Source: an optimization exercise on an open RTL-to-GDS flow (aim: small area, a short achievable clock period and few clock cycles). Production flows keep margins and buffers that such runs may drop. In this exercise RTL edits were held to simulation tests only and were not proved equivalent to the original.

==> inputs of wip/quartz <==
==> flow/design.v (excerpt) <==
module kaq_comp (
    input  wire         clk,
    input  wire         rst,
    input  wire         start,
    input  wire [247:0] cal,
    input  wire [19:0]  raw_t,
    input  wire [19:0]  raw_p,
    input  wire [15:0]  raw_h,
    input  wire [9:0]   raw_g,
    input  wire [3:0]   raw_gr,
    input  wire [223:0] aqb,
    input  wire [2:0]   aqn,
    output reg          busy,
    output reg          valid,
    output wire [31:0]  t_fine,
    output wire [31:0]  out_t,
    output wire [31:0]  out_p,
    output wire [31:0]  out_h,
    output wire [31:0]  out_g,
    output reg  [2:0]   out_aq,
    output reg          p_err
);
make LEC_CHECK=0 CAP_MARGIN=20 CELL_PAD_IN_SITES_DETAIL_PLACEMENT=1 CELL_PAD_IN_SITES_GLOBAL_PLACEMENT=2 CORE_MARGIN=2 CORE_UTILIZATION=55 PLACE_DENSITY=0.7 SLEW_MARGIN=20 finish   # period 18.0 ns
run.sh (not shown) runs the stock make flow with config.mk's settings and CLKGATE_MAP_FILE= SYNTH_SCRIPT=/design/flow/synth_recipe.tcl, a recipe that flattens the netlist after the stock synthesis.
==> wip/harbor (differences from wip/quartz) <==
--- a/flow/design.v
+++ b/flow/design.v
@@ -3009,17 +3009,16 @@
     reg  signed [32:0] opA;
     reg  signed [26:0] opB;
     reg  signed [35:0] opC;
     reg  signed [59:0] P;
     wire        [59:0] prod;
     wire signed [31:0] PL = P[31:0];
     kaq_mul u_mul (.a(opA), .b(opB), .c(opC), .p(prod));
     reg  signed [22:0] tf;           
-    reg  signed [16:0] ot;           
     reg  signed [31:0] op;           
     reg         [16:0] oh;           
     reg  signed [31:0] S1;           
     reg         [15:0] prem;         
     reg         [16:0] pdiv;         
     reg         [31:0] pq;           
     reg  signed [7:0]  hsel;         
     reg                pbig, pneg, dsgn;
@@ -3028,55 +3027,75 @@
     reg         [25:0] gq;           
     assign t_fine = {{9{tf[22]}}, tf};
     assign out_t  = {{15{ot[16]}}, ot};
     assign out_p  = op;
     assign out_h  = {15'd0, oh};
     assign out_g  = {7'd0, gq[24:0]};
     wire signed [16:0] vh    = $signed({1'b0, raw_t[19:4]}) - $signed({1'b0, t1});    
     wire signed [17:0] v1    = {vh, raw_t[3]};
-    wire signed [22:0] tf_n  = S1[22:0] + P[36:14];
+    wire signed [16:0] ot    = (tf * 5 + 23'sd128) >>> 8;    
+    reg  signed [31:0] ady;
+    always @(*) begin
+        case (st)
+            5'd4:    ady = P[45:14];                        
+            5'd9:    ady = PL >>> 3;                        
+            5'd10:   ady = ~{{14{PL[31]}}, PL[31:14]};      
+            5'd17:   ady = {{3{P[59]}}, P[59:31]};          
+            5'd25:   ady = PL >>> 1;                        
+            5'd28:   ady = PL >>> 12;                       
+            5'd29:   ady = PL >>> 17;                       
+            default: ady = PL >>> 13;                       
+        endcase
+    end
+    wire signed [31:0] adx   = (st >= 5'd26) ? $signed(pq) : S1;
+    wire signed [31:0] ads   = adx + ady;
+    wire signed [22:0] tf_n  = ads[22:0];
     wire signed [22:0] a0src = (st == 5'd4) ? tf_n : tf;
     wire signed [21:0] a0    = (a0src >>> 1) - 22'sd64000;
-    wire signed [31:0] a3    = ($signed(pq) + (PL >>> 3)) >>> 18;
+    wire signed [31:0] a3    = ads >>> 18;
     wire signed [16:0] a4    = PL[31:15];
     wire        [21:0] bk    = 22'h200001 - {2'd0, raw_p} - {{2{p4[15]}}, p4, 4'd0};
     wire        [21:0] bx    = {{4{PL[31]}}, PL[31:14]};
     wire        [21:0] bsum  = bx + {{2{p4[15]}}, p4, 4'd0};
-    wire        [21:0] bnw   = gq[21:0] + ~bx;
+    wire        [21:0] bnw   = ads[21:0];
     wire        [1:0]  bfix  = bsum[21:20] - {2{bsum[19]}};
     wire        [21:0] basep = {bnw[21:20] + bfix, bnw[19:0]};
     wire               big_n = ~PL[31] & PL[30];
     wire        [31:0] pnum  = big_n ? PL : {PL[30:0], 1'b0};
     wire        [31:0] ngin  = (st == 5'd12) ? pnum : pq;
     wire               ngdo  = (st == 5'd12) ? pnum[31] : pneg;
     wire        [31:0] ngout = ngdo ? -ngin : ngin;
     wire signed [31:0] pc1   = pbig ? {ngout[30:0], 1'b0} : ngout;
     wire signed [31:0] xs    = op >>> 3;
-    wire signed [21:0] xsb   = (st == 5'd28) ? $signed(PL[31:12]) : (st == 5'd29) ? $signed(PL[31:17]) : $signed(PL[31:13]);
-    wire signed [21:0] xsum  = $signed(pq[21:0]) + xsb;
+    wire        [35:0] fa    = {op, 4'd0};
+    wire        [35:0] fb    = {{4{pq[31]}}, pq};
+    wire        [35:0] fc    = {{17{PL[31]}}, PL[31:13]};
+    wire        [35:0] fs    = fa ^ fb ^ fc;
+    wire        [35:0] fcy   = {(fa[34:0] & fb[34:0]) | (fa[34:0] & fc[34:0]) | (fb[34:0] & fc[34:0]), 1'b0};
+    wire        [35:0] fsum  = fs + fcy;
     wire        [7:0]  ext   = xs[7:0] * xs[31:24];
     wire signed [31:0] cx    = PL + {ext, 24'd0};
     wire signed [31:0] hM    = hsel * $signed(25'sd10737419);
     wire               qneg  = (ot[16] ^ hsel[7]) & (ot != 17'sd0) & (hsel != 8'sd0);
     wire signed [17:0] q30   = P[47:30];
     wire signed [31:0] x6    = PL >>> 6;
-    wire signed [20:0] hsum  = $signed(S1[17:0]) + $signed(P[50:31]) + 21'sd16384;
+    wire signed [20:0] hsum  = ads[20:0];
     wire        [22:0] ha    = {7'd0, raw_h};
     wire        [22:0] hb    = ~{3'd0, h1, 4'd0};
     wire        [22:0] hc    = ~{{6{P[47]}}, P[47:31]};
     wire        [22:0] hs1   = ha ^ hb ^ hc;
     wire        [22:0] hc1   = {(ha[21:0] & hb[21:0]) | (ha[21:0] & hc[21:0]) | (hb[21:0] & hc[21:0]), 1'b0};
     wire        [22:0] hk    = 23'd2;
     wire        [22:0] hs2   = hs1 ^ hc1 ^ hk;
     wire        [22:0] hc2   = {(hs1[21:0] & hc1[21:0]) | (hs1[21:0] & hk[21:0]) | (hc1[21:0] & hk[21:0]), 1'b0};
     wire signed [22:0] hh1   = hs2 + hc2;
     wire signed [17:0] hh4s  = $signed({2'd0, h6, 7'd0}) + q30;
-    wire signed [31:0] hy    = (S1 + (PL >>> 1)) >>> 10;
-    wire        [26:0] h125  = {hy[18:0], 7'd0} - {hy[18:0], 2'd0} + hy[18:0];
+    wire signed [31:0] hy    = ads >>> 10;
+    wire        [26:0] h125  = {S1[18:0], 7'd0} - {S1[18:0], 2'd0} + S1[18:0];
     wire        [10:0] rsc   = 11'd1340 + {{3{rse[7]}}, rse} + {rse[7], rse, 2'd0};
     wire        [26:0] g2    = {raw_g, 15'd0} - 27'd16777216 + {1'b0, P[41:16]};    
     reg [6:0] aqge;      
     reg [2:0] aqcnt;
     integer i;
     always @(*) begin
         for (i = 0; i < 7; i = i + 1)
             aqge[i] = (aqb[32*i+25 +: 7] == 7'd0) && (gq[24:0] >= aqb[32*i +: 25]);
@@ -3181,24 +3200,23 @@
             end
         end
     end
     always @(posedge clk) begin
         if (busy) begin
             case (st)
                 5'd3:  S1 <= P >>> 11;                        
                 5'd4:  tf <= tf_n;
+                5'd7:  S1 <= PL >>> 1;                        
                 5'd5:  begin
-                    ot   <= (tf * 5 + 23'sd128) >>> 8;
                     grem <= {1'b0, P[41:16]};                 
                     gdiv <= g2;
                 end
                 5'd6:  S1 <= PL;                              
-                5'd7:  pq <= PL >>> 1;                        
-                5'd9:  gq <= {4'd0, bk};
+                5'd9:  S1 <= {10'd0, bk};
                 5'd10: hsel <= h5;
                 5'd11: begin
                     pdiv  <= a4[16] ? -a4 : a4;
                     op    <= (a4[16] ? -a4 : a4) * 3;
                     dsgn  <= a4[16];
                     p_err <= (a4 == 17'sd0);
                 end
                 5'd12: begin
@@ -3208,36 +3226,39 @@
                     pq   <= ngout;
                 end
                 5'd13: hsel <= h4;
                 5'd14: begin
                     grem <= {3'd0, P[58:35]};
                     gq   <= P[34:9];
                 end
                 5'd15: hsel <= h3;
-                5'd16: S1 <= q30;                             
+                5'd16: S1 <= q30 + 32'sd16384;                
                 5'd17: hsel <= h7;
                 5'd18: S1 <= hh1;                             
                 5'd20: pdiv <= hh4s >>> 4;                    
                 5'd21: begin
                     S1 <= PL;                                 
                     op <= pc1;
                 end
                 5'd24: pq <= PL;                              
-                5'd25: oh <= hy[31] ? 17'd0 : (hy >= 32'sd409604) ? 17'd100000 : h125[25:9];
-                5'd26: pq <= $signed({p7, 7'd0});
+                5'd25: S1 <= hy;                              
+                5'd26: begin
+                    oh <= S1[31] ? 17'd0 : (S1 >= 32'sd409604) ? 17'd100000 : h125[25:9];
+                    pq <= $signed({p7, 7'd0});                
+                end
                 5'd28: begin
-                    pq   <= xsum;                             
+                    pq   <= ads;                              
                     prem <= {9'd0, aqge};
                 end
                 5'd29: begin
-                    pq     <= xsum;                           
+                    pq     <= ads;                            
                     out_aq <= aqcnt;
                 end
-                5'd30: op <= p_err ? 32'sd0 : op + (xsum >>> 4);    
+                5'd30: op <= p_err ? 32'sd0 : fsum[35:4];      
                 default: ;
             endcase
             if (st >= 5'd13 && st <= 5'd20) begin
                 prem <= npr;
                 pq   <= npq;
             end
             if (st >= 5'd15 && st <= 5'd27) begin
                 grem <= ngr;
Settings changed: CORE_UTILIZATION 55 to 35, PLACE_DENSITY 0.7 to not set.
==> wip/willow (differences from wip/quartz) <==
--- a/flow/design.v
+++ b/flow/design.v
@@ -3015,65 +3015,51 @@
     kaq_mul u_mul (.a(opA), .b(opB), .c(opC), .p(prod));
     reg  signed [22:0] tf;           
     reg  signed [16:0] ot;           
     reg  signed [31:0] op;           
     reg         [16:0] oh;           
     reg  signed [31:0] S1;           
     reg         [15:0] prem;         
     reg         [16:0] pdiv;         
-    reg         [31:0] pq;           
+    reg         [35:0] pq;           
     reg  signed [7:0]  hsel;         
     reg                pbig, pneg, dsgn;
     reg         [26:0] grem;
     reg         [26:0] gdiv;
     reg         [25:0] gq;           
     assign t_fine = {{9{tf[22]}}, tf};
     assign out_t  = {{15{ot[16]}}, ot};
     assign out_p  = op;
     assign out_h  = {15'd0, oh};
     assign out_g  = {7'd0, gq[24:0]};
     wire signed [16:0] vh    = $signed({1'b0, raw_t[19:4]}) - $signed({1'b0, t1});    
     wire signed [17:0] v1    = {vh, raw_t[3]};
     wire signed [22:0] tf_n  = S1[22:0] + P[36:14];
     wire signed [22:0] a0src = (st == 5'd4) ? tf_n : tf;
     wire signed [21:0] a0    = (a0src >>> 1) - 22'sd64000;
-    wire signed [31:0] a3    = ($signed(pq) + (PL >>> 3)) >>> 18;
+    wire signed [31:0] a3    = ($signed(pq[31:0]) + (PL >>> 3)) >>> 18;
     wire signed [16:0] a4    = PL[31:15];
-    wire        [21:0] bk    = 22'h200001 - {2'd0, raw_p} - {{2{p4[15]}}, p4, 4'd0};
-    wire        [21:0] bx    = {{4{PL[31]}}, PL[31:14]};
-    wire        [21:0] bsum  = bx + {{2{p4[15]}}, p4, 4'd0};
-    wire        [21:0] bnw   = gq[21:0] + ~bx;
-    wire        [1:0]  bfix  = bsum[21:20] - {2{bsum[19]}};
-    wire        [21:0] basep = {bnw[21:20] + bfix, bnw[19:0]};
+    wire        [19:0] bsh   = {{2{PL[31]}}, PL[31:14]} + {p4, 4'd0};               
+    wire signed [21:0] base  = 22'sd1048576 - $signed({2'd0, raw_p}) - $signed(bsh);
     wire               big_n = ~PL[31] & PL[30];
     wire        [31:0] pnum  = big_n ? PL : {PL[30:0], 1'b0};
-    wire        [31:0] ngin  = (st == 5'd12) ? pnum : pq;
+    wire        [31:0] ngin  = (st == 5'd12) ? pnum : pq[31:0];
     wire               ngdo  = (st == 5'd12) ? pnum[31] : pneg;
     wire        [31:0] ngout = ngdo ? -ngin : ngin;
     wire signed [31:0] pc1   = pbig ? {ngout[30:0], 1'b0} : ngout;
     wire signed [31:0] xs    = op >>> 3;
-    wire signed [21:0] xsb   = (st == 5'd28) ? $signed(PL[31:12]) : (st == 5'd29) ? $signed(PL[31:17]) : $signed(PL[31:13]);
-    wire signed [21:0] xsum  = $signed(pq[21:0]) + xsb;
     wire        [7:0]  ext   = xs[7:0] * xs[31:24];
     wire signed [31:0] cx    = PL + {ext, 24'd0};
     wire signed [31:0] hM    = hsel * $signed(25'sd10737419);
     wire               qneg  = (ot[16] ^ hsel[7]) & (ot != 17'sd0) & (hsel != 8'sd0);
     wire signed [17:0] q30   = P[47:30];
     wire signed [31:0] x6    = PL >>> 6;
     wire signed [20:0] hsum  = $signed(S1[17:0]) + $signed(P[50:31]) + 21'sd16384;
-    wire        [22:0] ha    = {7'd0, raw_h};
-    wire        [22:0] hb    = ~{3'd0, h1, 4'd0};
-    wire        [22:0] hc    = ~{{6{P[47]}}, P[47:31]};
-    wire        [22:0] hs1   = ha ^ hb ^ hc;
-    wire        [22:0] hc1   = {(ha[21:0] & hb[21:0]) | (ha[21:0] & hc[21:0]) | (hb[21:0] & hc[21:0]), 1'b0};
-    wire        [22:0] hk    = 23'd2;
-    wire        [22:0] hs2   = hs1 ^ hc1 ^ hk;
-    wire        [22:0] hc2   = {(hs1[21:0] & hc1[21:0]) | (hs1[21:0] & hk[21:0]) | (hc1[21:0] & hk[21:0]), 1'b0};
-    wire signed [22:0] hh1   = hs2 + hc2;
+    wire signed [22:0] hh1   = $signed({7'd0, raw_h}) - $signed({3'd0, h1, 4'd0}) - (q30 >>> 1);
     wire signed [17:0] hh4s  = $signed({2'd0, h6, 7'd0}) + q30;
     wire signed [31:0] hy    = (S1 + (PL >>> 1)) >>> 10;
     wire        [26:0] h125  = {hy[18:0], 7'd0} - {hy[18:0], 2'd0} + hy[18:0];
     wire        [10:0] rsc   = 11'd1340 + {{3{rse[7]}}, rse} + {rse[7], rse, 2'd0};
     wire        [26:0] g2    = {raw_g, 15'd0} - 27'd16777216 + {1'b0, P[41:16]};    
     reg [6:0] aqge;      
     reg [2:0] aqcnt;
     integer i;
@@ -3081,33 +3067,33 @@
         for (i = 0; i < 7; i = i + 1)
             aqge[i] = (aqb[32*i+25 +: 7] == 7'd0) && (gq[24:0] >= aqb[32*i +: 25]);
         aqcnt = 3'd0;
         for (i = 0; i < 7; i = i + 1)
             if (i < aqn && prem[i])
                 aqcnt = aqcnt + 3'd1;
     end
     reg [15:0] npr;
-    reg [31:0] npq;
+    reg [35:0] npq;
     reg [17:0] px;
     reg [19:0] pt1, pt2, pt3;
     reg [26:0] ngr;
     reg [25:0] ngq;
     reg [28:0] gt;
     reg [27:0] gsh;
     integer k;
     always @(*) begin
         npr = prem;
         npq = pq;
-        for (k = 0; k < 2; k = k + 1) begin
-            px  = {npr, npq[31:30]};
+        for (k = 0; k < 3; k = k + 1) begin
+            px  = {npr, npq[35:34]};
             pt1 = {2'b0, px} - {3'b0, pdiv};
             pt2 = {2'b0, px} - {2'b0, pdiv, 1'b0};
             pt3 = {2'b0, px} - {1'b0, op[18:0]};
-            npq = {npq[29:0], ~pt3[19] | ~pt2[19], ~pt3[19] | (pt2[19] & ~pt1[19])};
+            npq = {npq[33:0], ~pt3[19] | ~pt2[19], ~pt3[19] | (pt2[19] & ~pt1[19])};
             npr = ~pt3[19] ? pt3[15:0] : ~pt2[19] ? pt2[15:0] : ~pt1[19] ? pt1[15:0] : px[15:0];
         end
         ngr = grem;
         ngq = gq;
         for (k = 0; k < 2; k = k + 1) begin
             gsh = {ngr, ngq[25]};
             gt  = {1'b0, gsh} - {2'b0, gdiv};
             ngr = gt[28] ? gsh[26:0] : gt[26:0];
@@ -3127,35 +3113,35 @@
                 5'd2:  begin opA_n = $signed({1'b0, P[32:12]}); opB_n = $signed({t3, 4'd0}); end
                 5'd3:  begin opA_n = $signed({2'd0, lut1}); opB_n = $signed({1'b0, rsc}); end
                 5'd4:  begin opA_n = a0 >>> 2;          opB_n = a0 >>> 2; end
                 5'd5:  begin opA_n = a0;                opB_n = p2; end
                 5'd6:  begin opA_n = PL >>> 11;         opB_n = p6; end
                 5'd7:  begin opA_n = S1 >>> 13;         opB_n = $signed({p3, 5'd0}); end
                 5'd8:  begin opA_n = a0;                opB_n = $signed({p5, 1'b0}); opC_n = PL >>> 2; end
                 5'd9:  begin opA_n = 33'sd32768 + a3;   opB_n = $signed({1'b0, p1}); end
-                5'd10: begin opA_n = $signed({11'd0, basep}); opB_n = 27'sd3125; opC_n = -36'sd3276800000; end
+                5'd10: begin opA_n = base;              opB_n = 27'sd3125; end
                 5'd11, 5'd14, 5'd16, 5'd18:
                        begin opA_n = hM;                opB_n = ot;
                              opC_n = qneg ? 36'sd1073741824 : 36'sd0; end
                 5'd12: begin opA_n = $signed({1'b0, lut2}); opB_n = $signed({1'b0, grem[25:0]});
                              opC_n = $signed({1'b0, gdiv[26:1], 9'd0}); end
                 5'd13: begin opA_n = ot;                opB_n = q30; end
                 5'd15: begin opA_n = x6;                opB_n = 27'sd21474837;
                              opC_n = x6[31] ? 36'sd2147483648 : 36'sd0; end
                 5'd17: begin opA_n = hsum;              opB_n = $signed({1'b0, h2}); end
                 5'd19: begin opA_n = S1;                opB_n = PL >>> 10; end
+                5'd20: begin opA_n = op >>> 8;          opB_n = op >>> 8; end
                 5'd21: begin opA_n = PL >>> 14;         opB_n = PL >>> 14; end
-                5'd22: begin opA_n = op >>> 8;          opB_n = op >>> 8; end
+                5'd22: begin opA_n = PL;                opB_n = op >>> 8; end
                 5'd23: begin opA_n = PL >>> 10;         opB_n = $signed(pdiv); end
-                5'd24: begin opA_n = xs;                opB_n = $signed({3'd0, xs[23:0]}); end
-                5'd25: begin opA_n = $signed(pq);       opB_n = op >>> 8; end
-                5'd26: begin opA_n = cx >>> 13;         opB_n = p9; end
-                5'd27: begin opA_n = PL;                opB_n = $signed({1'b0, p10}); end
-                5'd28: begin opA_n = op >>> 2;          opB_n = p8; end
+                5'd24: begin opA_n = PL;                opB_n = $signed({1'b0, p10}); end
+                5'd25: begin opA_n = xs;                opB_n = $signed({3'd0, xs[23:0]}); end
+                5'd26: begin opA_n = op >>> 2;          opB_n = p8; end
+                5'd27: begin opA_n = cx >>> 13;         opB_n = p9; end
                 default: ;
             endcase
         end
     end
     always @(posedge clk) begin
         opA <= opA_n;
         opB <= opB_n;
         opC <= opC_n;
@@ -3169,17 +3155,17 @@
         end else if (!busy) begin
             if (start) begin
                 busy  <= 1'b1;
                 valid <= 1'b0;
                 st    <= 5'd1;
             end
         end else begin
             st <= st + 5'd1;
-            if (st == 5'd30) begin
+            if (st == 5'd29) begin
                 busy  <= 1'b0;
                 valid <= 1'b1;
                 st    <= 5'd0;
             end
         end
     end
     always @(posedge clk) begin
         if (busy) begin
@@ -3187,60 +3173,55 @@
                 5'd3:  S1 <= P >>> 11;                        
                 5'd4:  tf <= tf_n;
                 5'd5:  begin
                     ot   <= (tf * 5 + 23'sd128) >>> 8;
                     grem <= {1'b0, P[41:16]};                 
                     gdiv <= g2;
                 end
                 5'd6:  S1 <= PL;                              
-                5'd7:  pq <= PL >>> 1;                        
-                5'd9:  gq <= {4'd0, bk};
+                5'd7:  pq <= {4'd0, PL >>> 1};                
                 5'd10: hsel <= h5;
                 5'd11: begin
                     pdiv  <= a4[16] ? -a4 : a4;
                     op    <= (a4[16] ? -a4 : a4) * 3;
                     dsgn  <= a4[16];
                     p_err <= (a4 == 17'sd0);
                 end
                 5'd12: begin
                     pbig <= big_n;
                     pneg <= pnum[31] ^ dsgn;
                     prem <= 16'd0;
-                    pq   <= ngout;
+                    pq   <= {4'd0, ngout};
                 end
                 5'd13: hsel <= h4;
                 5'd14: begin
                     grem <= {3'd0, P[58:35]};
                     gq   <= P[34:9];
                 end
                 5'd15: hsel <= h3;
                 5'd16: S1 <= q30;                             
                 5'd17: hsel <= h7;
                 5'd18: S1 <= hh1;                             
+                5'd19: op <= pc1;
                 5'd20: pdiv <= hh4s >>> 4;                    
-                5'd21: begin
-                    S1 <= PL;                                 
-                    op <= pc1;
-                end
-                5'd24: pq <= PL;                              
+                5'd21: S1 <= PL;                              
                 5'd25: oh <= hy[31] ? 17'd0 : (hy >= 32'sd409604) ? 17'd100000 : h125[25:9];
-                5'd26: pq <= $signed({p7, 7'd0});
+                5'd26: pq <= {4'd0, (PL >>> 17) + $signed({{17{p7[7]}}, p7, 7'd0})};
                 5'd28: begin
-                    pq   <= xsum;                             
+                    pq   <= {4'd0, $signed(pq[31:0]) + (PL >>> 13)};
                     prem <= {9'd0, aqge};
                 end
                 5'd29: begin
-                    pq     <= xsum;                           
+                    op     <= p_err ? 32'sd0 : op + (($signed(pq[31:0]) + (PL >>> 12)) >>> 4);
                     out_aq <= aqcnt;
                 end
-                5'd30: op <= p_err ? 32'sd0 : op + (xsum >>> 4);    
                 default: ;
             endcase
-            if (st >= 5'd13 && st <= 5'd20) begin
+            if (st >= 5'd13 && st <= 5'd18) begin
                 prem <= npr;
                 pq   <= npq;
             end
             if (st >= 5'd15 && st <= 5'd27) begin
                 grem <= ngr;
                 gq   <= ngq;
             end
         end
Settings changed: CORE_UTILIZATION 55 to 35, PLACE_DENSITY 0.7 to not set.
==> notes.md <==
| quantity | wip/harbor | wip/quartz | wip/willow |
|---|---|---|---|
| Outcome | no timing/DRC/antenna violations | stopped before the end | no timing/DRC/antenna violations |
| Failing step | - | 3_1_place_gp_skip_io | - |
| Compound-gate portion of the synthesized area | 28.8% | 28.0% | 28.5% |
| Fraction of final layout cells sized beyond drive strength 1 | 6.63% | - | 5.53% |
| Placer's final routability congestion estimate | 1.02 | - | 1.05 |
| Sum of met2 wire segment lengths after detailed routing | 225000 µm | - | 233000 µm |
| Top Layer Used | met5 | - | met5 |
| Total Routing Usage GR | 40.8% | - | 38.7% |
| Fraction of post-synthesis cell area in the top cell type by area | 13.5% | 14.7% | 14.9% |
| Area share of buffers outside the clock network | 9.86% | - | 9.01% |
| Instance area after placement | 95700 µm² | - | 103000 µm² |
| # nets final | 13400 | - | 14300 |
| Largest net degree at the start of global routing | 71 | - | 121 |
| Sequential cell area fraction in the yosys report | 13.1% | 13.1% | 12.8% |
| Max Clk Rate | 0.101 GHz | - | 0.0851 GHz |
| Die span in x | 498 µm | 407 µm | 517 µm |
| Most used routing layer | met2 | - | met2 |
| Layout clock buffer count | 83 | - | 64 |
| Source of the worst hold timing path | gdiv[3] | - | opC[0] |
| Most area-hungry cell class in the final design | multi-input combinational cells | - | multi-input combinational cells |
Testbench counts of wip/quartz, summed over its fixed seeds: cycles 11,904.
Testbench counts of wip/harbor, summed over its fixed seeds: cycles 11,904.
Testbench counts of wip/willow, summed over its fixed seeds: cycles 11,520.

what the ideal ports hide:
The results above use ideal ports. As a check the final layouts listed here were re-extracted and re-timed, cells and wires unchanged.
Step 1 sets driving cells, clkbuf_16 on the clock port and buf_2 on the other inputs (assumed; they add their load-dependent delay and slew).
Step 2, shift: input delay + t, output delay - t, t = (earliest + latest rising clock arrival at the registers) / 2. This alone moves slack from input paths to output paths.
Three values: ideal ports, drivers, drivers and shift; two values: the first two.
run | t, ns | setup slack, ns | worst setup path after step 2 | slew at the worst register clock pin (ns)
wip/harbor | 0.841 | 8.123 / 8.123 / 8.123 | register to register | 0.08 / 0.08
wip/willow | 0.839 | 6.247 / 6.247 / 6.247 | register to register | 0.10 / 0.10
After both steps setup and hold are still met in every run listed.
